Background: an optimization exercise with open tools, aiming at small area and a short achievable clock period. Do not read the settings as production practice.
Function was checked by simulation only, so behaviour that the tests miss may differ from the original.
Power and IR drop assume default switching activity.

<file path="config.mk">
export PLATFORM = sky130hd
export DESIGN_NAME = fpe_rm
export DESIGN_NICKNAME = fpe_rm
export VERILOG_FILES = /design/flow/design.v
export SDC_FILE = /design/flow/constraint.sdc
export NUM_CORES = 8
export LEC_CHECK = 0
export CAP_MARGIN = 40
export CORE_MARGIN = 2
export CORE_UTILIZATION = 40
export PLACE_DENSITY = 0.5
export SETUP_SLACK_MARGIN = 4
export SLEW_MARGIN = 20
export SYNTH_HIERARCHICAL = 1
export SYNTH_MINIMUM_KEEP_SIZE = 0
</file>
<file path="constraint.sdc">
create_clock -name core_clock -period 10.0 [get_ports {clk}]
set_input_delay 2.0000 -clock core_clock [delete_from_list [all_inputs] [get_ports {clk}]]
set_output_delay 2.0000 -clock core_clock [all_outputs]
set_load 0.01 [all_outputs]
</file>
<file path="design.v">
module fpe_regmap (
  input  wire         clk,
  input  wire         rst,
  input  wire [63:0]  row,       
  input  wire [3:0]   amt,       
  input  wire [15:0]  lmask,     
  input  wire         rd,        
  input  wire         wr,        
  input  wire         s_w0,      
  input  wire         s_w1,      
  input  wire         s_bq,      
  input  wire [127:0] w0,
  input  wire [127:0] w1,
  input  wire [127:0] bq,
  output wire [127:0] rot_out
);
  reg  [511:0] cells;
  wire [127:0] rin, t1;
  genvar j, r;
  generate
    for (j = 0; j < 16; j = j + 1) begin : g_lane
      wire [3:0] rs  = {row[48 + j], row[32 + j], row[16 + j], row[j]} & {4{rd}};
      assign rin[8*j +: 8] = ({8{rs[0]}} & cells[  0 + 8*j +: 8]) |
                             ({8{rs[1]}} & cells[128 + 8*j +: 8]) |
                             ({8{rs[2]}} & cells[256 + 8*j +: 8]) |
                             ({8{rs[3]}} & cells[384 + 8*j +: 8]) |
                             ({8{s_w0}} & w0[8*(15-j) +: 8]) |
                             ({8{s_w1}} & w1[8*(15-j) +: 8]) |
                             ({8{s_bq}} & bq[8*(15-j) +: 8]);
      for (r = 0; r < 4; r = r + 1) begin : g_cell
        wire en = rst | (wr & lmask[j] & row[16*r + j]);
        always @(posedge clk)
          if (en)
            cells[128*r + 8*j +: 8] <= rot_out[8*(15-j) +: 8];
      end
    end
  endgenerate
  wire [127:0] t2, t3;
  fpe_rot2i #(.STEP(1)) u_rot1 (.s(amt[0]), .d(rin), .y(t1));
  fpe_rot2i #(.STEP(2)) u_rot2 (.s(amt[1]), .d(t1),  .y(t2));
  fpe_rot2i #(.STEP(4)) u_rot3 (.s(amt[2]), .d(t2),  .y(t3));
  fpe_rot2i #(.STEP(8)) u_rot4 (.s(amt[3]), .d(t3),  .y(rot_out));
endmodule
module fpe_lanes (
  input  wire [3:0]  a,
  input  wire [4:0]  len,
  output wire [15:0] lmask
);
  wire [4:0] e    = {1'b0, a} + len;
  wire       full = len[4];
  wire       wrap = e[4];
  genvar j;
  generate
    for (j = 0; j < 16; j = j + 1) begin : g_lane
      localparam [3:0] J = j;
      wire lt   = (J < a);
      wire lt_e = (J < e[3:0]);
      assign lmask[j] = full | (wrap ? (!lt | lt_e) : (!lt & lt_e));
    end
  endgenerate
endmodule
module fpe_rot2i #(
  parameter STEP = 1
) (
  input  wire         s,
  input  wire [127:0] d,
  output wire [127:0] y
);
  genvar k;
  generate
    for (k = 0; k < 16; k = k + 1) begin : g_byte
      assign y[8*k +: 8] = ~(s ? d[8*((k + STEP) % 16) +: 8] : d[8*k +: 8]);
    end
  endgenerate
endmodule
module fpe_rows (
  input  wire [5:0]  a,
  output wire [15:0] lt,
  output wire [3:0]  rd0,
  output wire [3:0]  rd1
);
  assign rd0 = 4'b0001 << a[5:4];
  assign rd1 = 4'b0001 << (a[5:4] + 2'd1);
  genvar j;
  generate
    for (j = 0; j < 16; j = j + 1) begin : g_lane
      localparam [3:0] J = j;
      assign lt[j] = (J < a[3:0]);
    end
  endgenerate
endmodule
module fpe_engine (
  input  wire         clk,
  input  wire         rst,
  input  wire         link_rst,
  input  wire         rx_valid,
  input  wire [7:0]   rx_data,
  output wire         rx_ready,
  output wire         tx_valid,
  output reg  [7:0]   tx_data,
  input  wire         tx_ready,
  output wire         commit_req,
  output wire         commit_wr,
  input  wire         commit_go,
  input  wire         snap,          
  output wire [5:0]   eng_addr,
  output wire [4:0]   eng_len,
  output wire [127:0] eng_buf,
  output reg  [3:0]   eng_amt,       
  input  wire [127:0] rd_win,
  output reg          diag_valid,
  output reg  [2:0]   diag_code
);
  localparam [3:0] S_IDLE = 4'd0,  S_HADDR = 4'd1,  S_HLEN = 4'd2,
                   S_RCS  = 4'd3,  S_WPAY  = 4'd4,  S_WCS  = 4'd5,
                   S_SKIP = 4'd6,  S_CRD   = 4'd8,  S_CWR  = 4'd9,
                   S_RA   = 4'd12, S_R2    = 4'd13, S_RD   = 4'd14,
                   S_RL   = 4'd15;
  reg [3:0]   st;
  reg [4:0]   cnt;
  reg [5:0]   addr;
  reg         ahi;
  reg [4:0]   len;
  reg [7:0]   acc;
  reg         is01, is02;
  reg [127:0] buf_q;
  wire rx_phase = !st[3];
  wire tx_phase = st[3] && st[2];
  assign rx_ready = rx_phase && !rst && !link_rst;
  assign tx_valid = tx_phase && !rst && !link_rst;
  wire rx_fire = rx_valid && rx_ready;
  wire tx_fire = tx_valid && tx_ready;
  assign commit_req = st[3] && !st[2];
  assign commit_wr  = st[0];
  assign eng_addr   = addr;
  assign eng_len    = len;
  assign eng_buf    = buf_q;
  wire       len_big = (rx_data > 8'd16);
  wire [6:0] hsum    = {1'b0, addr} + {2'b0, rx_data[4:0]};
  wire       hdr_ok  = !ahi && !len_big && (hsum <= 7'd64);
  always @(*) begin
    case (st)
      S_RA:    tx_data = {2'b00, addr};
      S_R2:    tx_data = acc ^ {2'b00, addr};
      S_RD:    tx_data = buf_q[7:0];
      default: tx_data = acc;
    endcase
  end
  wire shift = (st == S_WPAY && rx_fire) || (st == S_RD && tx_fire);
  always @(posedge clk)
    if (snap)
      buf_q <= rd_win;
    else if (shift)
      buf_q <= {rx_data, buf_q[127:8]};
  always @(posedge clk) begin
    diag_valid <= 1'b0;
    if (rst) begin
      st <= S_IDLE;
    end else if (link_rst) begin
      if (st != S_IDLE) begin
        diag_valid <= 1'b1;
        diag_code  <= 3'd5;
      end
      st <= S_IDLE;
    end else begin
      case (st)
        S_IDLE: if (rx_fire) begin
          is01 <= (rx_data == 8'h01);
          is02 <= (rx_data == 8'h02);
          acc  <= rx_data;
          st   <= S_HADDR;
        end
        S_HADDR: if (rx_fire) begin
          addr <= rx_data[5:0];
          ahi  <= |rx_data[7:6];
          acc  <= acc ^ rx_data;
          st   <= S_HLEN;
        end
        S_HLEN: if (rx_fire) begin
          len <= rx_data[4:0];
          eng_amt <= addr[3:0] + (is02 ? rx_data[3:0] : 4'd0);
          acc <= acc ^ rx_data;
          cnt <= rx_data[4:0];
          if (is01) begin
            if (hdr_ok) begin
              st <= S_RCS;
            end else begin
              st  <= S_SKIP;
              cnt <= 5'd1;
              diag_valid <= 1'b1;
              diag_code  <= len_big ? 3'd3 : 3'd1;
            end
          end else if (is02) begin
            if (len_big) begin
              st <= S_IDLE;
              diag_valid <= 1'b1;
              diag_code  <= 3'd3;
            end else if (!hdr_ok) begin
              st  <= S_SKIP;
              cnt <= rx_data[4:0] + 5'd1;
              diag_valid <= 1'b1;
              diag_code  <= 3'd1;
            end else if (rx_data[4:0] == 5'd0) begin
              st <= S_WCS;
            end else begin
              st <= S_WPAY;
            end
          end else begin
            st <= S_IDLE;
            diag_valid <= 1'b1;
            diag_code  <= 3'd4;
          end
        end
        S_RCS: if (rx_fire) begin
          if (rx_data == acc) begin
            st <= S_CRD;
          end else begin
            st <= S_IDLE;
            diag_valid <= 1'b1;
            diag_code  <= 3'd2;
          end
        end
        S_WPAY: if (rx_fire) begin
          acc   <= acc ^ rx_data;
          cnt   <= cnt - 5'd1;
          if (cnt == 5'd1)
            st <= S_WCS;
        end
        S_WCS: if (rx_fire) begin
          if (rx_data == acc) begin
            st <= S_CWR;
          end else begin
            st  <= S_RA;
            acc <= {2'b00, addr} ^ 8'hFF;
            diag_valid <= 1'b1;
            diag_code  <= 3'd2;
          end
        end
        S_SKIP: if (rx_fire) begin
          cnt <= cnt - 5'd1;
          if (cnt == 5'd1)
            st <= S_IDLE;
        end
        S_CRD: if (commit_go) begin
          acc   <= {2'b00, addr} ^ {3'b000, len};
          st    <= S_RA;
        end
        S_CWR: if (commit_go) begin
          acc <= {2'b00, addr};
          st  <= S_RA;
        end
        S_RA: if (tx_fire)
          st <= S_R2;
        S_R2: if (tx_fire)
          st <= (cnt != 5'd0) ? S_RD : S_RL;
        S_RD: if (tx_fire) begin
          acc   <= acc ^ buf_q[7:0];
          cnt   <= cnt - 5'd1;
          if (cnt == 5'd1)
            st <= S_RL;
        end
        S_RL: if (tx_fire)
          st <= S_IDLE;
        default: st <= S_IDLE;
      endcase
    end
  end
endmodule
module fpe_rm (
  input  wire         clk,
  input  wire         rst,
  input  wire         link_rst,
  input  wire         rx_valid,
  input  wire [7:0]   rx_data,
  output wire         rx_ready,
  output wire         tx_valid,
  output wire [7:0]   tx_data,
  input  wire         tx_ready,
  input  wire [1:0]   c_req,
  input  wire [1:0]   c_op,
  input  wire [15:0]  c_addr,
  input  wire [9:0]   c_len,
  input  wire [255:0] c_wdata,
  input  wire [1:0]   c_lock,
  output reg  [1:0]   c_gnt,
  output wire [255:0] c_rdata,
  output reg  [1:0]   c_err,
  output wire         diag_valid,
  output wire [2:0]   diag_code
);
  wire         commit_req;
  wire         commit_wr;
  wire         commit_go;
  wire [5:0]   eng_addr;
  wire [4:0]   eng_len;
  wire [127:0] eng_buf;
  wire [3:0]   eng_amt;      
  wire [127:0] rot_out;
  reg          p_er;         
  fpe_engine u_engine (
    .clk        (clk),
    .rst        (rst),
    .link_rst   (link_rst),
    .rx_valid   (rx_valid),
    .rx_data    (rx_data),
    .rx_ready   (rx_ready),
    .tx_valid   (tx_valid),
    .tx_data    (tx_data),
    .tx_ready   (tx_ready),
    .commit_req (commit_req),
    .commit_wr  (commit_wr),
    .commit_go  (commit_go),
    .snap       (p_er),
    .eng_addr   (eng_addr),
    .eng_len    (eng_len),
    .eng_buf    (eng_buf),
    .eng_amt    (eng_amt),
    .rd_win     (rdata_q),
    .diag_valid (diag_valid),
    .diag_code  (diag_code)
  );
  reg own_valid;
  reg own_idx;
  wire eng_sel = commit_req && !own_valid && !link_rst;
  assign commit_go = eng_sel && !rst;
  wire e0 = c_req[0] && !c_gnt[0] && (!own_valid || !own_idx);
  wire e1 = c_req[1] && !c_gnt[1] && (!own_valid ||  own_idx);
  wire gnt0 = !rst && !eng_sel && e0;
  wire gnt1 = !rst && !eng_sel && !e0 && e1;
  wire ok0 = !(c_len[4] && |c_len[3:0]) &&
             ({1'b0, c_addr[7:0]}  + {4'b0000, c_len[4:0]} <= 9'd64);
  wire ok1 = !(c_len[9] && |c_len[8:5]) &&
             ({1'b0, c_addr[15:8]} + {4'b0000, c_len[9:5]} <= 9'd64);
  wire eng_pre = commit_req && !own_valid;
  wire pre0    = !c_gnt[0] && (!own_valid || !own_idx);
  wire [2:0] ag;
  wire rd, s_w0, s_w1, s_bq;
  fpe_pick u_pick (
    .rst      (rst),
    .link_rst (link_rst),
    .eng_pre  (eng_pre),
    .eng_wr   (commit_wr),
    .req0     (c_req[0]),
    .pre0     (pre0),
    .op       (c_op),
    .ag       (ag),
    .s_row    (rd),
    .s_w0     (s_w0),
    .s_w1     (s_w1),
    .s_bq     (s_bq)
  );
  wire [5:0] ca  = e0 ? c_addr[5:0] : c_addr[13:8];
  wire [4:0] cl  = e0 ? c_len[4:0]  : c_len[9:5];
  wire [4:0] rl  = ({5{ag[0]}} & eng_len) | ({5{!ag[0]}} & cl);
  wire [3:0] amt = ({4{ag[0]}} & eng_amt) | ({4{ag[1]}} & c_addr[3:0]) |
                   ({4{ag[2]}} & c_addr[11:8]);
  wire [15:0] lm_e, lm_c;
  fpe_lanes u_lanes_e (.a(eng_addr[3:0]), .len(eng_len), .lmask(lm_e));
  fpe_lanes u_lanes_c (.a(ca[3:0]),       .len(cl),      .lmask(lm_c));
  wire [15:0] lmask = ({16{ag[0]}} & lm_e) | ({16{!ag[0]}} & lm_c);
  wire [15:0] lt_e, lt_0, lt_1;
  wire [3:0]  rd0_e, rd0_0, rd0_1, rd1_e, rd1_0, rd1_1;
  fpe_rows u_rows_e (.a(eng_addr),     .lt(lt_e), .rd0(rd0_e), .rd1(rd1_e));
  fpe_rows u_rows_0 (.a(c_addr[5:0]),  .lt(lt_0), .rd0(rd0_0), .rd1(rd1_0));
  fpe_rows u_rows_1 (.a(c_addr[13:8]), .lt(lt_1), .rd0(rd0_1), .rd1(rd1_1));
  wire [15:0] lt  = ({16{ag[0]}} & lt_e) | ({16{ag[1]}} & lt_0) | ({16{ag[2]}} & lt_1);
  wire [3:0]  rd0 = ({4{ag[0]}} & rd0_e) | ({4{ag[1]}} & rd0_0) | ({4{ag[2]}} & rd0_1);
  wire [3:0]  rd1 = ({4{ag[0]}} & rd1_e) | ({4{ag[1]}} & rd1_0) | ({4{ag[2]}} & rd1_1);
  wire [63:0] row;
  genvar jj, rr;
  generate
    for (jj = 0; jj < 16; jj = jj + 1) begin : g_row_l
      for (rr = 0; rr < 4; rr = rr + 1) begin : g_row_r
        assign row[16*rr + jj] = lt[jj] ? rd1[rr] : rd0[rr];
      end
    end
  endgenerate
  wire wr = (commit_go && commit_wr) || (gnt0 && c_op[0] && ok0) ||
            (gnt1 && c_op[1] && ok1);
  fpe_regmap u_map (
    .clk     (clk),
    .rst     (rst),
    .row     (row),
    .amt     (amt),
    .lmask   (lmask),
    .rd      (rd),
    .wr      (wr),
    .s_w0    (s_w0),
    .s_w1    (s_w1),
    .s_bq    (s_bq),
    .w0      (c_wdata[127:0]),
    .w1      (c_wdata[255:128]),
    .bq      (eng_buf),
    .rot_out (rot_out)
  );
  wire [127:0] rmask;
  genvar k;
  generate
    for (k = 0; k < 16; k = k + 1) begin : g_rmask
      assign rmask[8*k +: 8] = {8{k < rl}};
    end
  endgenerate
  reg [127:0] rdata_q;
  assign c_rdata = {rdata_q, rdata_q};
  always @(posedge clk) begin
    rdata_q <= rot_out & rmask;
    p_er    <= commit_go && !commit_wr;
  end
  always @(posedge clk) begin
    c_err <= {!ok1, !ok0};
    if (rst) begin
      own_valid <= 1'b0;
      c_gnt     <= 2'b00;
    end else begin
      c_gnt <= {gnt1, gnt0};
      if (own_valid) begin
        own_valid <= c_lock[own_idx];
      end else begin
        own_valid <= (gnt0 && c_lock[0]) || (gnt1 && c_lock[1]);
        own_idx   <= gnt1;
      end
    end
  end
endmodule
module fpe_pick (
  input  wire       rst,
  input  wire       link_rst,
  input  wire       eng_pre,
  input  wire       eng_wr,
  input  wire       req0,
  input  wire       pre0,
  input  wire [1:0] op,
  output wire [2:0] ag,
  output wire       s_row,
  output wire       s_w0,
  output wire       s_w1,
  output wire       s_bq
);
  wire e  = eng_pre && !link_rst;
  wire e0 = req0 && pre0;
  assign ag    = {!e && !e0, !e && e0, e};
  assign s_bq  = !rst && e && eng_wr;
  assign s_w0  = !rst && ag[1] && op[0];
  assign s_w1  = !rst && ag[2] && op[1];
  assign s_row = !rst && ((e && !eng_wr) || (ag[1] && !op[0]) || (ag[2] && !op[1]));
endmodule
</file>
<file path="flow/run.sh">
#!/bin/bash
# Layout flow: the standard flow (standard.sh), with two changes:
#  * synthesis maps the logic with an ABC script without ORFS's SOP balancing, buffering and sizing
#    (flow/abc_nf.abc: delay-aware mapping with area recovery) in place of ORFS's; the rest of
#    synthesis is the standard flow's own synth_recipe.tcl, unchanged, so the registers
#    are the standard synthesis's;
#  * the port buffers that buffer_ports inserts are sky130_fd_sc_hd__buf_2.
# Each tool's output is in ORFS's logs (orfs/logs/...); make's own output
# goes to flow_make.log.
set -euo pipefail
W=$PWD
{
  cat <<'EOT'
# ABC with the script in OWN_ABC_SCRIPT instead of the one synth.tcl names
proc abc {args} {
  set i [lsearch -exact $args -script]
  if {$i >= 0} {
    set args [lreplace $args [expr {$i + 1}] [expr {$i + 1}] $::env(OWN_ABC_SCRIPT)]
  }
  yosys abc {*}$args
}
EOT
  cat "$W/synth_recipe.tcl"
} > "$W/own_synth.tcl"
export OWN_ABC_SCRIPT="$W/flow/abc_nf.abc"
bash "$W/standard.sh" SYNTH_SCRIPT="$W/own_synth.tcl" \
  "BUFFER_PORTS_ARGS=-buffer_cell sky130_fd_sc_hd__buf_2" finish > "$W/flow_make.log" 2>&1
</file>
<file path="flow/abc_nf.abc">
strash
&get -n
&st
&dch
&nf
&put
topo
stime -c
</file>
<file path="standard.sh">
#!/bin/bash
# synth_recipe.tcl (not shown) runs the flow's synth.tcl, then flattens the netlist and writes it again
# the make line also repeats each setting of config.mk as NAME=value (left out here)
make -C /OpenROAD-flow-scripts/flow DESIGN_CONFIG=/design/flow/config.mk WORK_HOME=/design/flow/orfs CLKGATE_MAP_FILE= SYNTH_SCRIPT=/design/flow/synth_recipe.tcl "${@:-finish}"
</file>
==> impl_metrics.toml, run 1 <==
[run_status]
status = "no timing/DRC/antenna violations"

[floorplanning]
io_pins = 575
rows = 118
initial_core_util_pct = 40.39
die_w_um = 327.5
dieArea_um2 = 107300
core_area_um2 = 103600
die_h_um = 327.5

[sta]
setup_viol = 0
slew_viol_final = 0
slew_headroom_pct = 23.06
worstMarginPinSlew_ps = 1154
post-route-period-util_pct = 60.81
period_needed_ps = 6081
finalHoldViolCount = 0
rsz0062_at_grt = "no"
finClkSkew_ps = 41.37
setup_tns_ps = 0
fmax_mhz = 164.5

[global_route]
grt_max_degree = 166
grt_pass1_wl_um = 240700
grtUsageTotal_pct = 31.18
gr-total-overflow = 0
antenna_found_initial = 6
grt_pass1_vias = 31900

[placement]
place_area_um2 = 46510
hpwl_um = 132000
port-buffer-count = 574
routabilityCongestion = 0.9209

[clock_tree]
clock-root-buffer = "clkbuf_16"
clock_sinks = 814
htreeDepth = 3
cts_tree = "yes"
clockBufferDepth = 3
cts_buffers = 90
cts_hold_buf = 0
clk_latency_ps = 700
clkTransAtPathRegs_ps = 60

[worst_setup_path]
worst-path-buf-inv = 3
critPathKind = "primary input to flip-flop"
cp.depth = 14
reg2reg_from = "u_engine.st[2]"
cp_cell_sequence = "buf_2 -> nand2_1 -> nor2_4 -> a221oi_4 -> buf_16 -> and2_1 -> a32oi_1 -> nand3_1 -> mux2i_1 -> mux2i_1 -> mux2i_1 -> mux2i_1 -> buf_4 -> nor2b_1"
slowest_stage = "nor2_4"
start_kind = "primary input"
crit_path_start = "c_req[0]"
cp_common_cell = "mux2i_1"
ff2ff_path_depth = 17
crit_family = "simple AND/OR/NAND/NOR gates"
cp.arrival_ps = 6630
max_stage_delay_ps = 630
crit_path_end = "rdata_q[62]"
reg2reg_to = "rdata_q[94]"
crit_fanout = 165
cp.required_ps = 10550
critPathCaptureType = "flip-flop"
r2r_slack_ps = 4410

[yosys]
yosysMostFrequentCell = "edfxtp_1"
ys_warn_count = 9
syn_avg_cell_area_um2 = 13.27
synth_top_area_share_pct = 48.42
yosys.area.top_type = "edfxtp_1"
syn-num-nets = 3498
synthTopCellsByArea = "edfxtp_1 (48%), mux2i_1 (14%), dfxtp_1 (6.6%), a32oi_1 (5.0%), mux2_1 (3.9%)"
synthTopCellsByCount = "edfxtp_1 (675), mux2i_1 (585), a32oi_1 (240), a222oi_1 (156), nand3_1 (149)"
netlist_area_um2 = 41870
synth_cell_types = 53
ys_ff_latch = 814
dominantRegCellSynth = "edfxtp_1"
async_reset_ff_share_pct = 0
yosysSeqAreaShare_pct = 55.06
synth_cells = 3155
synth-edff-count = 675

[layout]
drive_gt1_share_pct = 24.02
fill_cells = 9403
multi_input_area_um2 = 17820
regArea_um2 = 23060
stdcell_area_um2 = 50090
fin_nets = 4162
syn_to_final_growth_pct = 19.65

[routing]
post-route-drc-count = 0
first_pass_iters = 9
wl_per_cell_um = 32.84
routed_wl_um = 173500
antenna_left = 0
num_vias = 33120
drtIter0Drc = 4082
via_per_inst = 6.271

[worst_hold_path]
hp-class = "flip-flop to flip-flop"
hold_start = "u_engine.buf_q[127]"

[pwr]
ir_drop_mv = 0.1524
power.density_nw_per_um2 = 213.2
power_mw = 10.68
cellLeakagePower_nw = 19.83

[flow_run]
drv_cap = 0
[per-module statistics from Yosys, one instance, submodules excluded, excerpt]
module / flops+latches / cells
fpe_regmap: 512 / 1134
fpe_rm: 135 / 645
fpe_pick: 0 / 11
fpe_lanes: 0 / 87
fpe_engine: 167 / 580
fpe_rows: 0 / 33
[timing repair]
action,4_1_cts,5_1_grt
setup buffers,0,3
resized for setup,3,22
cloned,1,1
setup endpoints to repair,21,310
pin swaps,1,3
[final cells by class]
type                            instances  share of cell area [%]
Multi-Input combinational cell       2160                   35.58
Antenna cell                            6                 0.02997
Inverter                               36                  0.3097
Sequential cell                       814                   46.03
Clock inverter                         39                  0.9617
Tap cell                             1380                   3.447
Timing Repair Buffer                  717                   8.178
Clock buffer                          130                   5.463
[sequential cells by signal (all words and copies together), names as in the netlist, 2 cells and up]
name / cells
c_err: 2
c_gnt: 2
rdata_q: 128
u_engine.acc: 8
u_engine.addr: 6
u_engine.buf_q: 128
u_engine.cnt: 5
u_engine.diag_code: 3
u_engine.eng_amt: 4
u_engine.len: 5
u_engine.st: 4
u_map.cells: 512
[routing by layer]
layer / global-route usage, % / up-vias / part of all wire, %
li1: - / 14360 / -
met1: 43.06 / 16900 / 43
met2: 51.26 / 1622 / 47
met3: 4.420 / 238 / 7.1
met4: 8.476 / 0 / 3.0
met5: 0 / - / 0
[per-stage QoR]
| stage | utilization [%] | setup WS, ps | cells | hold WS [ps] |
|---|---|---|---|---|
| 2_1_floorplan | - | 444.2 | 3155 | 517.3 |
| 3_3_place_gp | 44.50 | 2661 | 5036 | 545.4 |
| 3_5_place_dp | 44.88 | 3173 | 5078 | 551.7 |
| 4_1_cts | 48.00 | 3906 | 5248 | 567.4 |
| 5_1_grt | 48.32 | 4001 | 5276 | 587.5 |
| 6_report | 48.33 | 3919 | 5282 | 566.8 |
[cells by family (layout without fill, tap and decap cells)]
logic type      after synthesis  in the layout  synth area share [%]
other cells                   3              9               0.02690
fa+ha+maj                    42             42                 1.363
mux                         731            731                 17.91
xor+xnor                     43             43                0.8996
simple gates                625            627                 7.723
compound gates              714            714                 14.05
flops                       814            814                 55.06
buf+inv                     183            922                 2.959
[how the worst min path moves through the flow]
stage                                to  slack (ps)  cells after the start
floorplan                     own_valid         520                      2
global placement     u_engine.buf_q[27]         550                      1
detailed placement   u_engine.buf_q[54]         550                      1
CTS                 u_engine.buf_q[119]         570                      1
global route         u_engine.buf_q[31]         590                      1
finish              u_engine.buf_q[119]         570                      1
[power breakdown]
part / internal (mW) / switching [mW] / total, mW
clock: 2.12 / 1.42 / 3.54
sequential: 4.35 / 0.247 / 4.59
combinational: 0.808 / 1.74 / 2.55
total: 7.28 / 3.40 / 10.7
[placed cells by master (no fill, tap or decap), types with 17 or more instances in the layout]
| cell type | instances |
|---|---|
| a21oi_1 | 62 |
| a222oi_1 | 156 |
| a31o_1 | 31 |
| a31o_2 | 33 |
| a31oi_1 | 21 |
| a32oi_1 | 240 |
| and2_0 | 118 |
| and3_1 | 25 |
| buf_2 | 581 |
| buf_4 | 106 |
| clkbuf_1 | 19 |
| clkbuf_16 | 101 |
| clkbuf_4 | 17 |
| clkinv_1 | 41 |
| dfxtp_1 | 138 |
| edfxtp_1 | 675 |
| ha_1 | 34 |
| mux2_1 | 146 |
| mux2i_1 | 566 |
| nand2_1 | 106 |
| nand3_1 | 149 |
| nor2_1 | 79 |
| nor2b_1 | 66 |
| nor3_1 | 28 |
| o21ai_0 | 42 |
| xnor2_1 | 17 |
| xor2_1 | 26 |
==> run 2, diff against run 1 <==
--- a/config.mk
+++ b/config.mk
@@ -9,7 +9,7 @@
 export CORE_MARGIN = 2
 export CORE_UTILIZATION = 40
 export PLACE_DENSITY = 0.5
-export SETUP_SLACK_MARGIN = 4
+export SETUP_SLACK_MARGIN = 4.5
 export SLEW_MARGIN = 20
 export SYNTH_HIERARCHICAL = 1
 export SYNTH_MINIMUM_KEEP_SIZE = 0
==> impl_metrics.toml, run 2 <==
[yosys]
synth_cell_types = 53
synth_cells = 3155
yosysSeqAreaShare_pct = 55.06
synth-edff-count = 675
ys_warn_count = 9
synthTopCellsByCount = "edfxtp_1 (675), mux2i_1 (585), a32oi_1 (240), a222oi_1 (156), nand3_1 (149)"
async_reset_ff_share_pct = 0
dominantRegCellSynth = "edfxtp_1"
netlist_area_um2 = 41870
yosysMostFrequentCell = "edfxtp_1"
ys_ff_latch = 814
syn-num-nets = 3498
synth_top_area_share_pct = 48.42
syn_avg_cell_area_um2 = 13.27
yosys.area.top_type = "edfxtp_1"
synthTopCellsByArea = "edfxtp_1 (48%), mux2i_1 (14%), dfxtp_1 (6.6%), a32oi_1 (5.0%), mux2_1 (3.9%)"

[routing]
via_per_inst = 6.343
wl_per_cell_um = 33.45
post-route-drc-count = 0
antenna_left = 0
num_vias = 33470
routed_wl_um = 176500
drtIter0Drc = 4144
first_pass_iters = 8

[pwr]
cellLeakagePower_nw = 19.95
ir_drop_mv = 0.1523
power.density_nw_per_um2 = 212.0

[placement]
port-buffer-count = 574
hpwl_um = 132000
routabilityCongestion = 0.9209

[floorplanning]
core_area_um2 = 103600
dieArea_um2 = 107300
die_h_um = 327.5
initial_core_util_pct = 40.39
io_pins = 575
die_w_um = 327.5
rows = 118

[worst_setup_path]
crit_family = "multiplexers"
critPathKind = "primary input to flip-flop"
worst-path-buf-inv = 3
crit_fanout = 17
cp.arrival_ps = 6160
start_kind = "primary input"
max_stage_delay_ps = 520
cp.required_ps = 10560
critPathCaptureType = "flip-flop"
cp_cell_sequence = "buf_2 -> nor2b_4 -> a21oi_4 -> a222oi_1 -> buf_4 -> mux2i_1 -> buf_4 -> a32oi_1 -> nand3_1 -> mux2i_1 -> mux2i_1 -> mux2i_1 -> mux2i_2 -> nor2b_1"
cp_common_cell = "mux2i_1"
slowest_stage = "mux2i_2"

[sta]
rsz0062_at_grt = "yes"
post-route-period-util_pct = 56.07
finalHoldViolCount = 0
slew_headroom_pct = 29.62
worstMarginPinSlew_ps = 1056
setup_tns_ps = 0
finClkSkew_ps = 41.35
whs_ps = 568.6
fmax_mhz = 178.3
setup_viol = 0
period_needed_ps = 5607
slew_viol_final = 0

[clock_tree]
clock_sinks = 814
clock-root-buffer = "clkbuf_16"
cts_buffers = 90
cts_tree = "yes"
htreeDepth = 3
clockBufferDepth = 3
cts_hold_buf = 0
clkTransAtPathRegs_ps = 60
clk_latency_ps = 700

[flow_run]
drv_cap = 0

[layout]
fill_cells = 9344
fin_nets = 4157
largest_register_ffs = 512
top_register = "u_map.cells"
syn_to_final_growth_pct = 21.67
drive_gt1_share_pct = 27.09
layout_commonest_cell = "edfxtp_1"
top_regs = "u_map.cells (512), rdata_q (128), u_engine.buf_q (128)"
most-common-layout-cells = "edfxtp_1 (675), buf_2 (579), mux2i_1 (474), a32oi_1 (239), a222oi_1 (156)"

[global_route]
gr-total-overflow = 0
grtUsageTotal_pct = 31.65
grt_pass1_wl_um = 244100
grt_max_degree = 84
grt_pass1_vias = 32190
antenna_found_initial = 9

[worst_hold_path]
hp-class = "flip-flop to flip-flop"

[run_status]
status = "no timing/DRC/antenna violations"
-- run 2: cell counts after synthesis --
No cell type changed its count.
-- run 2: cell families after synthesis --
family	synth area share [%]
xor gates and xnor gates	0.8996
and+or+nand+nor	7.723
adders and majority gates	1.363
muxes	17.91
DFF	55.06
AOI/OAI and AO/OA	14.05
buffers and inverters	2.959
other	0.02690
-- run 2: report_power, final --
group	internal, mW	switching, mW
clock network	2.13	1.42
registers	4.35	0.247
logic	0.866	1.79
total	7.34	3.46
-- run 2: repair_timing --
item,in CTS,in global routing
gates cloned,6,2
gates resized for setup,91,125
setup endpoints to repair,770,938
pin swaps,9,12
setup buffers,11,1
-- run 2: through the flow --
| step | worst slack (ps) | area (um2) | util [%] | total power [mW] | std cells |
|---|---|---|---|---|---|
| after floorplan | 444.2 | 41940 | - | 6.016 | 3155 |
| after global placement | 2661 | 46120 | 44.50 | 7.033 | 5036 |
| after detailed placement | 3173 | 46510 | 44.88 | 7.113 | 5078 |
| after CTS | 4465 | 50280 | 48.51 | 10.72 | 5264 |
| after global routing | 4371 | 50930 | 49.13 | 11.11 | 5272 |
| final | 4393 | 50940 | 49.15 | 10.80 | 5277 |
-- run 2: layer usage --
layer | up-vias | global-route usage [%] | share of wire (%)
li1 | 14380 | - | -
met1 | 17140 | 43.83 | 42
met2 | 1695 | 51.97 | 47
met3 | 260 | 4.499 | 7.6
met4 | 2 | 8.476 | 3.1
met5 | - | 0 | 0.0074
-- run 2: worst paths after layout --
kind	from	end	slack [ps]	cells past startpoint
worst max register to register	own_valid	rdata_q[17]	4680	15
worst min-delay path	u_engine.buf_q[127]	u_engine.buf_q[119]	570	1
worst min register to register	u_engine.buf_q[127]	u_engine.buf_q[119]	570	1
worst max-delay path	link_rst	rdata_q[17]	4390	14
-- run 2: final cells by class --
class / count / area (um2) / area share (%)
clock buffers: 130 / 2736 / 5.372
diodes: 6 / 15.01 / 0.02948
flip-flops and latches: 814 / 23060 / 45.26
repair buffers: 708 / 4273 / 8.388
clock inverters: 39 / 481.7 / 0.9457
well taps: 1380 / 1727 / 3.390
inverters: 36 / 155.1 / 0.3046
multi-input cells: 2164 / 18490 / 36.31
-- run 2: per-module statistics from Yosys (local to each module, per instance), excerpt --
module / cells / times used / flops+latches
fpe_rows: 33 / 3 / 0
fpe_engine: 580 / 1 / 167
fpe_rm: 645 / 1 / 135
fpe_regmap: 1134 / 1 / 512
fpe_pick: 11 / 1 / 0
fpe_lanes: 87 / 2 / 0
==> run 3, diff against run 2 <==
--- a/config.mk
+++ b/config.mk
@@ -7,8 +7,8 @@
 export LEC_CHECK = 0
 export CAP_MARGIN = 40
 export CORE_MARGIN = 2
-export CORE_UTILIZATION = 40
-export PLACE_DENSITY = 0.5
+export CORE_UTILIZATION = 55
+export PLACE_DENSITY = 0.65
 export SETUP_SLACK_MARGIN = 4.5
 export SLEW_MARGIN = 20
 export SYNTH_HIERARCHICAL = 1
==> impl_metrics.toml, run 3 <==
[run_status]
status = "no timing/DRC/antenna violations"

[sta]
post-route-period-util_pct = 56.31
slew_viol_final = 0
fmax_mhz = 177.6
worstMarginPinSlew_ps = 981.9
period_needed_ps = 5631
rsz0062_at_grt = "yes"
finalHoldViolCount = 0
finClkSkew_ps = 53.78
setup_viol = 0
slew_headroom_pct = 34.54
setup_tns_ps = 0

[floorplanning]
core_area_um2 = 75700
die_h_um = 279.9
initial_core_util_pct = 55.31
die_w_um = 279.9
dieArea_um2 = 78340
io_pins = 575
rows = 101

[layout]
layout_commonest_cell = "edfxtp_1"
syn_to_final_growth_pct = 19.58
drive_gt1_share_pct = 26.64
top_register = "u_map.cells"
most-common-layout-cells = "edfxtp_1 (675), buf_2 (579), mux2i_1 (466), a32oi_1 (240), a222oi_1 (156)"
layoutNonFillerInstCount = 4864
top_regs = "u_map.cells (512), rdata_q (128), u_engine.buf_q (128)"
largest_register_ffs = 512
fin_nets = 4156

[global_route]
grt_pass1_vias = 31630
grt_pass1_wl_um = 223400
grtUsageTotal_pct = 39.39
gr-total-overflow = 0
antenna_found_initial = 3
grt_max_degree = 90

[routing]
routed_wl_um = 160500
wl_per_cell_um = 33.00
post-route-drc-count = 0
antenna_left = 0
num_vias = 33990
via_per_inst = 6.987
first_pass_iters = 9
drtIter0Drc = 5057

[placement]
routabilityCongestion = 0.9611
hpwl_um = 117900
dp.cells = 4673
port-buffer-count = 574

[yosys]
synth-edff-count = 675
syn_avg_cell_area_um2 = 13.27
synth_cells = 3155
synth_top_area_share_pct = 48.42
yosysSeqAreaShare_pct = 55.06
async_reset_ff_share_pct = 0
yosys.area.top_type = "edfxtp_1"
synthTopCellsByArea = "edfxtp_1 (48%), mux2i_1 (14%), dfxtp_1 (6.6%), a32oi_1 (5.0%), mux2_1 (3.9%)"
syn-num-nets = 3498
netlist_area_um2 = 41870
yosysMostFrequentCell = "edfxtp_1"
synth_cell_types = 53
ys_ff_latch = 814
synthTopCellsByCount = "edfxtp_1 (675), mux2i_1 (585), a32oi_1 (240), a222oi_1 (156), nand3_1 (149)"
dominantRegCellSynth = "edfxtp_1"
ys_warn_count = 9

[worst_setup_path]
crit_fanout = 16
critPathKind = "primary input to flip-flop"
cp.required_ps = 10570
start_kind = "primary input"
cp.arrival_ps = 6200
critPathCaptureType = "flip-flop"

[worst_hold_path]
hp-class = "flip-flop to flip-flop"

[pwr]
cellLeakagePower_nw = 19.70
ir_drop_mv = 0.1679
power.density_nw_per_um2 = 209.3

[clock_tree]
cts_hold_buf = 0
clk_latency_ps = 680
clock-root-buffer = "clkbuf_16"
clock_sinks = 814
htreeDepth = 3
clkTransAtPathRegs_ps = 60
cts_buffers = 84
cts_tree = "yes"
clockBufferDepth = 3

[flow_run]
drv_cap = 0
run 3: through the flow:
step                area (um2)  setup WS [ps]  util (%)  hold slack, ps  power, mW
finish                   50060           4369     66.13           542.0      10.48
global route             50060           4371     66.13           576.5      10.74
floorplan                41940          444.2         -           517.3      6.016
global placement         45490           2700     60.10           537.2      6.900
detailed placement       45910           2817     60.65           549.9      7.012
CTS                      49330           4500     65.17           548.3      10.32
run 3: path summary, 6_finish.rpt:
| check | from | endpoint | cells after the start | slack, ps |
|---|---|---|---|---|
| setup / recovery | c_req[0] | rdata_q[18] | 14 | 4370 |
| hold / removal | u_engine.buf_q[87] | u_engine.buf_q[79] | 1 | 540 |
| setup reg to reg | u_engine.st[3] | u_map.cells[26] | 15 | 4650 |
| hold reg to reg | u_engine.buf_q[87] | u_engine.buf_q[79] | 1 | 540 |
run 3: cells by family after synthesis:
logic type / synth area share, %
buf+inv: 2.959
compound gates: 14.05
simple gates: 7.723
xor+xnor: 0.8996
flops: 55.06
other cells: 0.02690
mux: 17.91
fa+ha+maj: 1.363
run 3: where the power goes:
part           internal, mW  switching, mW
logic                 0.878           1.76
clock network          1.85           1.40
registers              4.34          0.242
total                  7.08           3.40
run 3: per-module statistics from Yosys (local to each module, per instance), excerpt:
module,cell area [um2],cells,copies in the design,flip-flops and latches
fpe_engine,8210,580,1,167
fpe_lanes,524.3,87,2,0
fpe_regmap,20350,1134,1,512
fpe_pick,67.56,11,1,0
fpe_rows,173.9,33,3,0
fpe_rm,6545,645,1,135
run 3: critical path, cell delays in order:
cell and delay, ps:
buf_2 260, nand2_1 260, nor2_4 420, a222oi_1 190, bufbuf_16 350, mux2i_2 570
a32oi_1 210, nand3_1 330, mux2i_1 190, mux2i_1 370, mux2i_1 170, mux2i_1 320
buf_4 240, nor2b_1 250
run 3: per-layer routing:
| metal | vias up | wire length [um] | part of all wire [%] | global-route usage [%] |
|---|---|---|---|---|
| met1 | 16930 | 61320 | 38 | 52.90 |
| met4 | 2 | 8156 | 5.1 | 16.59 |
| met5 | - | 12 | 0.0075 | 0 |
| met2 | 2361 | 72380 | 45 | 61.57 |
| li1 | 14350 | - | - | - |
| met3 | 350 | 18660 | 12 | 9.333 |
run 3: cell type report:
cell class	count	area, um2
antenna	1	2.502
inverter	36	155.1
tap	978	1224
fill	5641	25640
sequential	814	23060
timing repair buffer	714	4233
multi-input combinational	2163	18510
clock buffer	114	2306
clock inverter	44	573.1
run 3: what timing repair did:
item | CTS | global route
gates resized for setup | 107 | 117
pin swaps | 5 | 8
setup buffers | 9 | 8
hold endpoints to repair | 0 | 0
endpoints found under the setup margin | 770 | 684
gates cloned | 5 | 1
==> run 4, diff against run 3 <==
--- a/config.mk
+++ b/config.mk
@@ -9,7 +9,7 @@
 export CORE_MARGIN = 2
 export CORE_UTILIZATION = 55
 export PLACE_DENSITY = 0.65
-export SETUP_SLACK_MARGIN = 4.5
+export SETUP_SLACK_MARGIN = 5
 export SLEW_MARGIN = 20
 export SYNTH_HIERARCHICAL = 1
 export SYNTH_MINIMUM_KEEP_SIZE = 0
==> impl_metrics.toml, run 4 <==
[yosys]
yosysSeqAreaShare_pct = 55.06
dominantRegCellSynth = "edfxtp_1"
async_reset_ff_share_pct = 0
synth_cell_types = 53
synth_cells = 3155
ys_ff_latch = 814
netlist_area_um2 = 41870
synthTopCellsByCount = "edfxtp_1 (675), mux2i_1 (585), a32oi_1 (240), a222oi_1 (156), nand3_1 (149)"
synth-edff-count = 675
syn_avg_cell_area_um2 = 13.27
ys_warn_count = 9
syn-num-nets = 3498
synth_top_area_share_pct = 48.42
synthTopCellsByArea = "edfxtp_1 (48%), mux2i_1 (14%), dfxtp_1 (6.6%), a32oi_1 (5.0%), mux2_1 (3.9%)"
yosysMostFrequentCell = "edfxtp_1"
yosys.area.top_type = "edfxtp_1"

[floorplanning]
rows = 101
io_pins = 575
die_w_um = 279.9
die_h_um = 279.9
dieArea_um2 = 78340
initial_core_util_pct = 55.31
core_area_um2 = 75700

[clock_tree]
cts_tree = "yes"
clock-root-buffer = "clkbuf_16"
clkTransAtPathRegs_ps = 60
clk_latency_ps = 650
clock_sinks = 814
cts_buffers = 83
cts_hold_buf = 0
htreeDepth = 3
clockBufferDepth = 3

[sta]
whs_ps = 565.3
period_needed_ps = 5202
slew_viol_final = 0
finalHoldViolCount = 0
setup_viol = 0
rsz0062_at_grt = "yes"
post-route-period-util_pct = 52.02
worstMarginPinSlew_ps = 1045
fmax_mhz = 192.2
setup_tns_ps = 0
slew_headroom_pct = 30.32
finClkSkew_ps = 31.64

[placement]
hpwl_um = 118400
routabilityCongestion = 0.9878
port-buffer-count = 574

[run_status]
status = "no timing/DRC/antenna violations"

[worst_setup_path]
start_kind = "primary input"
cp.required_ps = 10580
cp_cell_sequence = "buf_12 -> nor2b_4 -> buf_12 -> buf_12 -> buf_16 -> a222oi_1 -> bufbuf_16 -> buf_4 -> mux2i_4 -> a31oi_1 -> nand3_2 -> mux2i_2 -> mux2i_2 -> mux2i_1 -> mux2i_1 -> buf_4 -> nor2b_4"
cp.arrival_ps = 5780
crit_fanout = 8
cp_common_cell = "buf_12"
critPathCaptureType = "flip-flop"
slowest_stage = "a222oi_1"
critPathKind = "primary input to flip-flop"
max_stage_delay_ps = 610

[routing]
wl_met1_um = 60710
via_per_inst = 7.068
top_layer_used = "met5"
routed_wl_um = 163600
wl_per_cell_um = 33.35
routed-wl-met3_um = 19120
drtIter0Drc = 5145
post-route-drc-count = 0
antenna_left = 0
first_pass_iters = 11
route.met2.wl_um = 75730
num_vias = 34660

[layout]
fill_cells = 5341
syn_to_final_growth_pct = 26.08
most-common-layout-cells = "edfxtp_1 (675), buf_2 (579), mux2i_1 (295), a32oi_1 (233), mux2i_2 (185)"
drive_gt1_share_pct = 35.46
largest_register_ffs = 512
top_register = "u_map.cells"
diodes = 0
top_regs = "u_map.cells (512), rdata_q (128), u_engine.buf_q (128)"
final_util_pct = 69.73
fin_nets = 4200
layout_commonest_cell = "edfxtp_1"

[pwr]
p_comb_share_pct = 27.8
power.density_nw_per_um2 = 204.1
switching_power_mw = 3.509
clock_power_share_pct = 29.5
internal_power_mw = 7.263
cellLeakagePower_nw = 20.35
ir_drop_mv = 0.1653
p_sw_share_pct = 32.58
seq_power_share_pct = 42.6
power_mw = 10.77

[flow_run]
drv_cap = 0

[global_route]
grt_pass1_wl_um = 226100
grt_max_degree = 82
antenna_found_initial = 6
grt_pass1_vias = 32150
grtUsageTotal_pct = 39.89
gr-total-overflow = 0

[worst_hold_path]
hp-class = "flip-flop to flip-flop"
run 4: cell counts after synthesis:
Identical to the previous run, type by type.
run 4: what timing repair did:
| action | in CTS | in global routing |
|---|---|---|
| setup buffers | 33 | 40 |
| pin swaps | 27 | 18 |
| cloned | 12 | 3 |
| gates resized for setup | 369 | 307 |
| setup endpoints to repair | 1146 | 1152 |
run 4: cells by family (layout without fill, tap and decap cells):
logic type	count (synthesis)	after routing	share of synthesized area [%]
compound gates	714	716	14.05
fa+ha+maj	42	42	1.363
mux	731	735	17.91
flops	814	814	55.06
simple gates	625	628	7.723
other cells	3	3	0.02690
buf+inv	183	945	2.959
xor+xnor	43	43	0.8996
run 4: routing by layer:
layer  GRT usage, %  up-vias
met5              0        -
met3          9.008      385
li1               -    14470
met2          63.08     2535
met4          17.58        2
met1          52.93    17270
run 4: worst max-delay path: cells and delay by family:
kind,cells,cell delay [ps]
simple gates,3,420
compound gates,2,750
buf+inv,7,1320
mux,5,1220
run 4: power groups by stage:
stage / Clock [mW] / Sequential (mW) / Combinational, mW
3_3_place_gp: 0 / 4.63 / 2.26
2_1_floorplan: 0 / 4.63 / 1.39
4_1_cts: 3.20 / 4.58 / 2.67
3_5_place_dp: 0 / 4.65 / 2.33
6_report: 3.18 / 4.59 / 3.00
5_1_grt: 3.32 / 4.63 / 3.08
run 4: through the flow:
step                      cell area (um2)  setup WS, ps  instances
after floorplan                     41960         444.2       3155
after global placement              45480          2540       4618
after detailed placement            45840          2875       4657
after CTS                           50910          4919       4856
after global routing                52780          4835       4904
final                               52780          4798       4904
run 4: cell type report:
cell class                 count  area (um2)  area share (%)
timing repair buffer         755        4861           9.209
clock inverter                33       439.2          0.8320
clock buffer                 121        2350           4.452
tap                          978        1224           2.318
multi-input combinational   2167       20680           39.19
sequential                   814       23060           43.68
inverter                      36       170.2          0.3224
run 4: final timing paths:
kind	start	slack, ps	endpoint	depth (start not counted)
worst min-delay path	rdata_q[47]	570	u_engine.buf_q[47]	1
worst max-delay path	link_rst	4800	rdata_q[22]	17
worst min register to register	rdata_q[47]	570	u_engine.buf_q[47]	1
worst max register to register	u_engine.st[3]	4990	rdata_q[103]	16
run 4: per-module statistics from Yosys (local to each module, per instance), excerpt:
module / cell area (um2) / cells inside / times used
fpe_rm: 6545 / 645 / 1
fpe_engine: 8210 / 580 / 1
fpe_rows: 173.9 / 33 / 3
fpe_regmap: 20350 / 1134 / 1
fpe_pick: 67.56 / 11 / 1
fpe_lanes: 524.3 / 87 / 2
==> run 5, diff against run 4 <==
--- a/config.mk
+++ b/config.mk
@@ -8,6 +8,7 @@
 export CAP_MARGIN = 40
 export CORE_MARGIN = 2
 export CORE_UTILIZATION = 55
+export CTS_BUF_LIST = sky130_fd_sc_hd__clkbuf_4 sky130_fd_sc_hd__clkbuf_8
 export PLACE_DENSITY = 0.65
 export SETUP_SLACK_MARGIN = 5
 export SLEW_MARGIN = 20
==> impl_metrics.toml, run 5 <==
[run_status]
status = "no timing/DRC/antenna violations"

[floorplanning]
rows = 101
initial_core_util_pct = 55.31
io_pins = 575
core_area_um2 = 75700
die_w_um = 279.9
die_h_um = 279.9
dieArea_um2 = 78340

[routing]
drtIter0Drc = 5588
antenna_left = 0
post-route-drc-count = 0
routed_wl_um = 165300
wl_per_cell_um = 33.09
num_vias = 34880
first_pass_iters = 12
via_per_inst = 6.982

[sta]
setup_viol = 0
finalHoldViolCount = 0
slew_headroom_pct = 28.65
finClkSkew_ps = 67.99
rsz0062_at_grt = "yes"
worstMarginPinSlew_ps = 1070
whs_ps = 565.9
setup_tns_ps = 0
period_needed_ps = 5208
fmax_mhz = 192.0
post-route-period-util_pct = 52.08
slew_viol_final = 0

[clock_tree]
clk_latency_ps = 840
clock-root-buffer = "clkbuf_8"
cts_buffers = 135
clock_sinks = 814
htreeDepth = 4
clockBufferDepth = 3
cts_tree = "yes"
clkTransAtPathRegs_ps = 60

[global_route]
gr-total-overflow = 0
grt_pass1_wl_um = 225500
grt_pass1_vias = 32460
grt_max_degree = 82
antenna_found_initial = 7
grtUsageTotal_pct = 39.88

[worst_setup_path]
cp.arrival_ps = 5940
r2r_slack_ps = 4910
max_stage_delay_ps = 390
crit_fanout = 10
crit_path_start = "link_rst"
critPathCaptureType = "flip-flop"
reg2reg_to = "rdata_q[108]"
slowest_stage = "a222oi_1"
crit_path_end = "rdata_q[108]"
critPathKind = "primary input to flip-flop"
cp_cell_sequence = "buf_6 -> nor2b_4 -> buf_12 -> buf_12 -> buf_4 -> a222oi_1 -> buf_4 -> bufbuf_16 -> mux2i_1 -> and2_1 -> a32oi_1 -> nand3_1 -> mux2i_2 -> mux2i_1 -> mux2i_1 -> mux2i_1 -> buf_4 -> and2_0"
cp.required_ps = 10730
reg2reg_from = "u_engine.st[3]"
ff2ff_path_depth = 16
cp_common_cell = "mux2i_1"
start_kind = "primary input"

[pwr]
power.density_nw_per_um2 = 203.8
power_mw = 10.69
ir_drop_mv = 0.1502
internal_power_mw = 7.091
switching_power_mw = 3.598
clock_power_share_pct = 29.5
seq_power_share_pct = 43.0
p_sw_share_pct = 33.66
cellLeakagePower_nw = 20.44
p_comb_share_pct = 27.5

[placement]
routabilityCongestion = 0.9878
place_area_um2 = 45840
port-buffer-count = 574
hpwl_um = 118400

[layout]
final_util_pct = 69.30
stdcell_area_um2 = 52460
multi_input_area_um2 = 20370
top_register = "u_map.cells"
largest_register_ffs = 512
fill_cells = 5430
fin_nets = 4242
regArea_um2 = 23060
layout_commonest_cell = "edfxtp_1"
drive_gt1_share_pct = 36.16
syn_to_final_growth_pct = 25.30
top_regs = "u_map.cells (512), rdata_q (128), u_engine.buf_q (128)"
most-common-layout-cells = "edfxtp_1 (675), buf_2 (579), mux2i_1 (320), a32oi_1 (226), mux2i_2 (168)"

[yosys]
async_reset_ff_share_pct = 0
synth_cells = 3155
ys_ff_latch = 814
syn-num-nets = 3498
synthTopCellsByCount = "edfxtp_1 (675), mux2i_1 (585), a32oi_1 (240), a222oi_1 (156), nand3_1 (149)"
synthTopCellsByArea = "edfxtp_1 (48%), mux2i_1 (14%), dfxtp_1 (6.6%), a32oi_1 (5.0%), mux2_1 (3.9%)"
ys_warn_count = 9
netlist_area_um2 = 41870
syn_avg_cell_area_um2 = 13.27
synth_cell_types = 53
synth_top_area_share_pct = 48.42
yosysMostFrequentCell = "edfxtp_1"
yosys.area.top_type = "edfxtp_1"
dominantRegCellSynth = "edfxtp_1"
yosysSeqAreaShare_pct = 55.06
synth-edff-count = 675

[flow_run]
drv_cap = 0

[worst_hold_path]
hp-class = "flip-flop to flip-flop"
## run 5: repair_timing
action / 4_1_cts / 5_1_grt
setup buffers: 23 / 42
pin swaps: 16 / 17
hold buffers: 0 / 0
gates cloned: 6 / 8
gates resized for setup: 286 / 323
endpoints found under the setup margin: 1123 / 1104
## run 5: cell type report
class / count / area share, %
multi-input cells: 2164 / 38.83
inverters: 36 / 0.3220
clock inverters: 56 / 1.002
repair buffers: 748 / 8.933
flip-flops and latches: 814 / 43.95
diodes: 5 / 0.02385
clock buffers: 195 / 4.604
well taps: 978 / 2.333
## run 5: worst max-delay path, delay by kind of cell
family	cells	cell delay (ps)
AO/OA/AOI/OAI	2	590
buffers and inverters	7	1320
multiplexers	5	1160
AND/OR/NAND/NOR	4	850
## run 5: kinds of logic (layout without fill, tap and decap cells)
logic type,Yosys count,in the layout,share of synthesized area (%)
xor+xnor,43,43,0.8996
fa+ha+maj,42,42,1.363
mux,731,734,17.91
flops,814,814,55.06
buf+inv,183,1035,2.959
other cells,3,8,0.02690
compound gates,714,715,14.05
simple gates,625,627,7.723
## run 5: power groups by stage
stage,clock [mW],sequential (mW),combinational (mW)
6_report,3.16,4.60,2.94
3_5_place_dp,0,4.65,2.33
5_1_grt,3.32,4.63,3.01
4_1_cts,3.18,4.58,2.58
2_1_floorplan,0,4.63,1.39
3_3_place_gp,0,4.63,2.26
## run 5: Yosys stat by module (local to each module, per instance), excerpt
module | cells inside | flip-flops and latches | times used
fpe_engine | 580 | 167 | 1
fpe_lanes | 87 | 0 | 2
fpe_regmap | 1134 | 512 | 1
fpe_pick | 11 | 0 | 1
fpe_rows | 33 | 0 | 3
fpe_rm | 645 | 135 | 1
## run 5: worst min path at each step
stage,cells past startpoint,endpoint,slack (ps),from
floorplan,2,own_valid,520,own_valid
global placement,1,u_engine.buf_q[61],550,u_engine.buf_q[69]
detailed placement,1,u_engine.buf_q[31],550,u_engine.buf_q[39]
CTS,1,u_engine.buf_q[48],570,u_engine.buf_q[56]
global route,1,u_engine.buf_q[117],580,u_engine.buf_q[125]
finish,1,u_engine.buf_q[47],570,rdata_q[47]
## run 5: stage by stage
| step | instances | worst slack (ps) |
|---|---|---|
| after floorplan | 3155 | 444.2 |
| after global placement | 4618 | 2540 |
| after detailed placement | 4657 | 2875 |
| after global routing | 4992 | 4819 |
| final | 4996 | 4792 |
| after CTS | 4937 | 4910 |
## run 5: routing by layer
layer | up-vias | GRT usage, % | wire length [um]
met1 | 17370 | 52.68 | 61960
met5 | - | 0 | 17
met4 | 2 | 19.24 | 8871
li1 | 14580 | - | -
met2 | 2507 | 62.21 | 75360
met3 | 423 | 9.466 | 19100
==> run 6, diff against run 5 <==
--- a/config.mk
+++ b/config.mk
@@ -8,7 +8,8 @@
 export CAP_MARGIN = 40
 export CORE_MARGIN = 2
 export CORE_UTILIZATION = 55
-export CTS_BUF_LIST = sky130_fd_sc_hd__clkbuf_4 sky130_fd_sc_hd__clkbuf_8
+export CTS_BUF_LIST = sky130_fd_sc_hd__clkbuf_8
+export CTS_CLUSTER_SIZE = 30
 export PLACE_DENSITY = 0.65
 export SETUP_SLACK_MARGIN = 5
 export SLEW_MARGIN = 20
==> impl_metrics.toml, run 6 <==
[run_status]
status = "no timing/DRC/antenna violations"

[global_route]
grtUsageTotal_pct = 39.95
gr-total-overflow = 0
grt_max_degree = 82
grt_pass1_vias = 32510
grt_pass1_wl_um = 225900
antenna_found_initial = 6

[pwr]
ir_drop_mv = 0.1481
power_mw = 10.42
power.density_nw_per_um2 = 202.5
cellLeakagePower_nw = 20.14

[clock_tree]
clock_sinks = 814
clkTransAtPathRegs_ps = 60
htreeDepth = 4
clockBufferDepth = 3
clock-root-buffer = "clkbuf_8"
cts_tree = "yes"
cts_buffers = 135
cts_hold_buf = 0
clk_latency_ps = 840

[sta]
setup_viol = 0
rsz0062_at_grt = "yes"
slew_headroom_pct = 29.27
post-route-period-util_pct = 51.07
fmax_mhz = 195.8
setup_tns_ps = 0
period_needed_ps = 5107
worstMarginPinSlew_ps = 1061
slew_viol_final = 0
finalHoldViolCount = 0
finClkSkew_ps = 60.99

[routing]
num_vias = 34530
post-route-drc-count = 0
first_pass_iters = 9
drtIter0Drc = 5193
wl_per_cell_um = 32.72
routed_wl_um = 162200
via_per_inst = 6.965
antenna_left = 0

[worst_setup_path]
critPathCaptureType = "flip-flop"
cp.required_ps = 10540
cp.arrival_ps = 5650
critPathKind = "primary input to flip-flop"
reg2reg_from = "u_engine.st[2]"
crit_fanout = 61
start_kind = "primary input"
crit_path_start = "link_rst"

[yosys]
synth_cells = 3155
ys_ff_latch = 814
yosysSeqAreaShare_pct = 55.06
synthTopCellsByArea = "edfxtp_1 (48%), mux2i_1 (14%), dfxtp_1 (6.6%), a32oi_1 (5.0%), mux2_1 (3.9%)"
syn-num-nets = 3498
syn_avg_cell_area_um2 = 13.27
synthTopCellsByCount = "edfxtp_1 (675), mux2i_1 (585), a32oi_1 (240), a222oi_1 (156), nand3_1 (149)"
netlist_area_um2 = 41870
yosysMostFrequentCell = "edfxtp_1"
synth_cell_types = 53
ys_warn_count = 9
dominantRegCellSynth = "edfxtp_1"
async_reset_ff_share_pct = 0
synth-edff-count = 675
synth_top_area_share_pct = 48.42
yosys.area.top_type = "edfxtp_1"

[layout]
regArea_um2 = 23060
top_register = "u_map.cells"
top_regs = "u_map.cells (512), rdata_q (128), u_engine.buf_q (128)"
multi_input_area_um2 = 19770
layout_commonest_cell = "edfxtp_1"
largest_register_ffs = 512
most-common-layout-cells = "edfxtp_1 (675), buf_2 (579), mux2i_1 (358), a32oi_1 (240), a222oi_1 (156)"
drive_gt1_share_pct = 32.38
fin_nets = 4207
syn_to_final_growth_pct = 22.90
fill_cells = 5509
layoutNonFillerInstCount = 4957

[floorplanning]
rows = 101
die_h_um = 279.9
core_area_um2 = 75700
dieArea_um2 = 78340
initial_core_util_pct = 55.31
die_w_um = 279.9
io_pins = 575

[placement]
dp.cells = 4657
port-buffer-count = 574
hpwl_um = 118400
routabilityCongestion = 0.9878

[worst_hold_path]
hp-class = "flip-flop to flip-flop"
hold_start = "rdata_q[47]"

[flow_run]
drv_cap = 0
## run 6: changes by cell type in the layout (fill, tap and decap cells not counted), moves of 18 or more
cell / before / now
nand3_1: 83 / 111
mux2i_1: 320 / 358
buf_4: 128 / 101
mux2i_4: 100 / 82
mux2i_2: 168 / 147
nand3_2: 62 / 37
inv_1: 0 / 43
clkbuf_4: 44 / 1
## run 6: repair_timing
item                                    in CTS  in global routing
hold endpoints to repair                     0                  0
resized for setup                          289                210
endpoints found under the setup margin    1123               1120
setup buffers                               25                  7
gates cloned                                 9                  1
pin swaps                                   20                 11
## run 6: worst max-delay path, stage by stage
cell and delay (ps):
buf_8 130, nor2b_4 130, buf_12 160, a21oi_4 100, and3b_4 260, buf_4 290
a222oi_1 890, nand3_1 350, mux2i_2 300, mux2i_1 170, mux2i_1 330, mux2i_1 180
buf_4 230
## run 6: per-module statistics from Yosys, one instance, submodules excluded, excerpt
module	flops+latches	cell area [um2]
fpe_rm	135	6545
fpe_engine	167	8210
fpe_pick	0	67.56
fpe_lanes	0	524.3
fpe_rows	0	173.9
fpe_regmap	512	20350
## run 6: metal layers
metal	vias to the layer above	share of wire, %	track usage, %
met1	17060	37	52.68
met2	2565	46	62.25
met5	-	0.017	0
li1	14500	-	-
met4	4	4.8	19.18
met3	396	12	9.775
## run 6: layout make-up
class	instances	share of cell area (%)
multi-input combinational	2164	38.43
clock buffer	152	4.066
sequential	814	44.81
clock inverter	99	1.335
tap	978	2.378
inverter	36	0.3283
antenna	1	0.004864
timing repair buffer	713	8.640
## run 6: per-stage QoR
| stage | worst slack, ps | hold WS (ps) | instance area (um2) | util, % |
|---|---|---|---|---|
| global placement | 2540 | 545.2 | 45480 | 60.08 |
| finish | 4893 | 564.5 | 51450 | 67.97 |
| global route | 4877 | 578.4 | 51450 | 67.97 |
| detailed placement | 2875 | 552.4 | 45840 | 60.56 |
| CTS | 4931 | 568.2 | 50340 | 66.51 |
| floorplan | 444.2 | 517.3 | 41960 | - |
## run 6: path summary, 6_finish.rpt
path	endpoint	slack [ps]	depth (start not counted)
setup / recovery	u_map.cells[364]	4890	13
hold / removal	u_engine.buf_q[47]	560	1
setup reg to reg	u_map.cells[364]	5030	15
hold reg to reg	u_engine.buf_q[47]	560	1
## run 6: kinds of logic (layout without fill, tap and decap cells)
family / Yosys count / after routing / share of synthesized area (%)
xor gates and xnor gates: 43 / 43 / 0.8996
adders and majority gates: 42 / 42 / 1.363
muxes: 731 / 733 / 17.91
buffers and inverters: 183 / 1000 / 2.959
and+or+nand+nor: 625 / 628 / 7.723
other: 3 / 4 / 0.02690
DFF: 814 / 814 / 55.06
AOI/OAI and AO/OA: 714 / 715 / 14.05
## run 6: where the power goes
part | switching, mW | internal, mW
Clock | 1.45 | 1.55
Sequential | 0.244 | 4.34
Combinational | 1.85 | 0.983
Total | 3.54 | 6.87
==> run 7, diff against run 6 <==
--- a/config.mk
+++ b/config.mk
@@ -9,7 +9,7 @@
 export CORE_MARGIN = 2
 export CORE_UTILIZATION = 55
 export CTS_BUF_LIST = sky130_fd_sc_hd__clkbuf_8
-export CTS_CLUSTER_SIZE = 30
+export CTS_CLUSTER_SIZE = 40
 export PLACE_DENSITY = 0.65
 export SETUP_SLACK_MARGIN = 5
 export SLEW_MARGIN = 20
==> impl_metrics.toml, run 7 <==
[sta]
setup_tns_ps = 0
finalHoldViolCount = 0
fmax_mhz = 195.0
slew_headroom_pct = 28.26
setup_viol = 0
worstMarginPinSlew_ps = 1076
slew_viol_final = 0
post-route-period-util_pct = 51.29
finClkSkew_ps = 72.17
period_needed_ps = 5129
rsz0062_at_grt = "yes"

[pwr]
switching_power_mw = 3.619
ir_drop_mv = 0.1478
p_sw_share_pct = 34.19
seq_power_share_pct = 43.4
power_mw = 10.59
clock_power_share_pct = 28.4
power.density_nw_per_um2 = 201.2
p_comb_share_pct = 28.2
internal_power_mw = 6.967
cellLeakagePower_nw = 20.54

[routing]
wl_per_cell_um = 32.84
routed_wl_um = 164000
antenna_left = 0
via_per_inst = 6.983
num_vias = 34870
post-route-drc-count = 0
drtIter0Drc = 5195
first_pass_iters = 14

[yosys]
synth_top_family_by_area = "multiplexers"
dominantRegCellSynth = "edfxtp_1"
syn_avg_cell_area_um2 = 13.27
ys_warn_count = 9
yosysMostFrequentCell = "edfxtp_1"
synth_cells = 3155
synth_cell_types = 53
synthSimpleGateAreaFrac_pct = 7.723
synth-edff-count = 675
syn-num-nets = 3498
synthTopCellsByArea = "edfxtp_1 (48%), mux2i_1 (14%), dfxtp_1 (6.6%), a32oi_1 (5.0%), mux2_1 (3.9%)"
synth_compound_area_share_pct = 14.05
synth_top_area_share_pct = 48.42
synth_fa_ha_area_share_pct = 1.363
muxShareOfSynthArea_pct = 17.91
ys_ff_latch = 814
async_reset_ff_share_pct = 0
synthTopCellsByCount = "edfxtp_1 (675), mux2i_1 (585), a32oi_1 (240), a222oi_1 (156), nand3_1 (149)"
netlist_area_um2 = 41870
yosys.area_share.xor_xnor_pct = 0.8996
yosysSeqAreaShare_pct = 55.06
yosys.area.top_type = "edfxtp_1"

[placement]
dp.cells = 4657
port-buffer-count = 574
place_area_um2 = 45840
routabilityCongestion = 0.9878
hpwl_um = 118400

[clock_tree]
cts_buffers = 135
clock_sinks = 814
htreeDepth = 4
clockBufferDepth = 3
clock-root-buffer = "clkbuf_8"
cts_hold_buf = 0
cts_tree = "yes"
clkTransAtPathRegs_ps = 70
clk_latency_ps = 850

[layout]
final_util_pct = 69.50
drive_gt1_share_pct = 36.77
largest_register_ffs = 512
fill_cells = 5416
top_register = "u_map.cells"
top_regs = "u_map.cells (512), rdata_q (128), u_engine.buf_q (128)"
most-common-layout-cells = "edfxtp_1 (675), buf_2 (579), mux2i_1 (279), a32oi_1 (224), mux2i_2 (198)"
stdcell_area_um2 = 52610
syn_to_final_growth_pct = 25.66
layout_commonest_cell = "edfxtp_1"
fin_nets = 4243
layoutNonFillerInstCount = 4994

[worst_setup_path]
critPathKind = "primary input to flip-flop"
slowest_stage = "a222oi_1"
cp.required_ps = 10750
cp_cell_sequence = "buf_4 -> nor2b_4 -> buf_12 -> buf_6 -> a222oi_1 -> buf_4 -> buf_4 -> mux2i_2 -> and3_1 -> a31oi_1 -> nand3_1 -> mux2i_2 -> mux2i_1 -> mux2i_2 -> buf_4 -> mux2i_4 -> nor2b_4"
cp_common_cell = "buf_4"
crit_fanout = 37
critPathCaptureType = "flip-flop"
crit_family = "buffers and inverters"
max_stage_delay_ps = 670
start_kind = "primary input"
cp.arrival_ps = 5880
worst-path-buf-inv = 6

[floorplanning]
core_area_um2 = 75700
die_w_um = 279.9
io_pins = 575
die_h_um = 279.9
rows = 101
dieArea_um2 = 78340
initial_core_util_pct = 55.31

[run_status]
status = "no timing/DRC/antenna violations"

[global_route]
grt_max_degree = 82
grt_pass1_vias = 32440
grtUsageTotal_pct = 39.79
grt_pass1_wl_um = 224800
gr-total-overflow = 0
antenna_found_initial = 7

[worst_hold_path]
hp-class = "flip-flop to flip-flop"

[flow_run]
drv_cap = 0
## run 7: cells by family after synthesis
group           after synthesis
flops                       814
mux                         731
compound gates              714
simple gates                625
buf+inv                     183
xor+xnor                     43
fa+ha+maj                    42
other cells                   3
## run 7: layout make-up
cell class	count	area [um2]	area share (%)
multi-input combinational	2162	20670	39.30
antenna	2	5.005	0.009513
clock buffer	152	2092	3.977
tap	978	1224	2.326
sequential	814	23060	43.83
timing repair buffer	751	4700	8.933
inverter	36	171.4	0.3258
clock inverter	99	686.9	1.306
## run 7: power groups by stage
stage	Sequential [mW]	Combinational, mW	Clock (mW)
2_1_floorplan	4.63	1.39	0
3_3_place_gp	4.63	2.26	0
3_5_place_dp	4.65	2.33	0
4_1_cts	4.58	2.55	3.02
5_1_grt	4.63	3.07	3.16
6_report	4.59	2.99	3.00
## run 7: worst register-to-register path: stages, from the launching register on
cell and delay, ps:
dfxtp_1 590, nand2b_1 180, clkinv_1 130, nor2b_1 330, nor2b_4 240, buf_12 160
nor2_4 70, buf_4 160, a221oi_4 370, buf_4 200, buf_12 250, and2_2 460
a32oi_1 80, nand3_1 310, mux2i_2 170, buf_4 170, mux2i_2 230, mux2i_2 120
buf_4 190, mux2i_4 340, nor2b_4 260
## run 7: metal layers
layer	GRT usage [%]	vias up	wire length [um]
met5	0.1251	-	38
met4	18.31	6	8523
met3	8.724	407	18840
met2	62.59	2513	75140
met1	52.94	17370	61440
li1	-	14580	-
## run 7: final timing paths
check | from | end | slack, ps | cells after the start
setup reg to reg | u_engine.st[3] | rdata_q[23] | 4930 | 20
setup / recovery | link_rst | rdata_q[23] | 4870 | 17
hold reg to reg | u_engine.buf_q[56] | u_engine.buf_q[48] | 560 | 1
hold / removal | u_engine.buf_q[56] | u_engine.buf_q[48] | 560 | 1
## run 7: modules after synthesis, one instance, submodules excluded, a selection
module | flip-flops and latches | cells | times used
fpe_regmap | 512 | 1134 | 1
fpe_engine | 167 | 580 | 1
fpe_rm | 135 | 645 | 1
fpe_lanes | 0 | 87 | 2
fpe_rows | 0 | 33 | 3
fpe_pick | 0 | 11 | 1
## run 7: per-stage QoR
step           setup WS (ps)  hold slack [ps]
6_report                4871            564.5
5_1_grt                 4901            578.4
4_1_cts                 4921            568.2
3_5_place_dp            2875            552.4
3_3_place_gp            2540            545.2
2_1_floorplan          444.2            517.3
## run 7: repair_timing
| item | in CTS | in global routing |
|---|---|---|
| pin swaps | 10 | 34 |
| setup buffers | 23 | 47 |
| gates resized for setup | 251 | 430 |
| cloned | 7 | 2 |
| endpoints found under the setup margin | 1123 | 1144 |

[port drivers added, routing unchanged]
The results above use ideal ports. As a check the final layouts listed here were re-extracted and re-timed, cells and wires unchanged.
Step 1 (the two cells are an assumption about what drives the block):
set clk [get_ports {clk}]
set_driving_cell -lib_cell sky130_fd_sc_hd__clkbuf_16 $clk
set_driving_cell -lib_cell sky130_fd_sc_hd__buf_2 [delete_from_list [all_inputs] $clk]
Step 2 adds t to the input delays and takes it off the output delays; t is the mean of the earliest and latest rising clock arrival at the registers after step 1. Input paths then give back, and output paths get back, about the clock's delay inside the block.
Slacks: no drivers / after step 1 / after step 2; pairs: no drivers / after step 1.
run | t, ns | setup slack, ns | worst slew at a driven data input, ns | pins driven straight from the clock port
run 1 | 0.751 | 3.919 / 3.967 / 3.216 | 0.06 | 1
run 2 | 0.754 | 4.393 / 4.444 / 3.690 | 0.06 | 1
run 3 | 0.720 | 4.369 / 4.355 / 3.634 | 0.08 | 1
run 4 | 0.708 | 4.798 / 4.805 / 4.098 | 0.07 | 1
run 5 | 0.880 | 4.792 / 4.822 / 3.942 | 0.07 | 1
run 6 | 0.881 | 4.893 / 4.917 / 4.035 | 0.07 | 1
run 7 | 0.885 | 4.871 / 4.916 / 4.031 | 0.07 | 1
After both steps setup and hold are still met in every run listed. The setup slack of run 6, which loses most, moves by +0.024 ns with the drivers and by -0.858 ns with both steps.
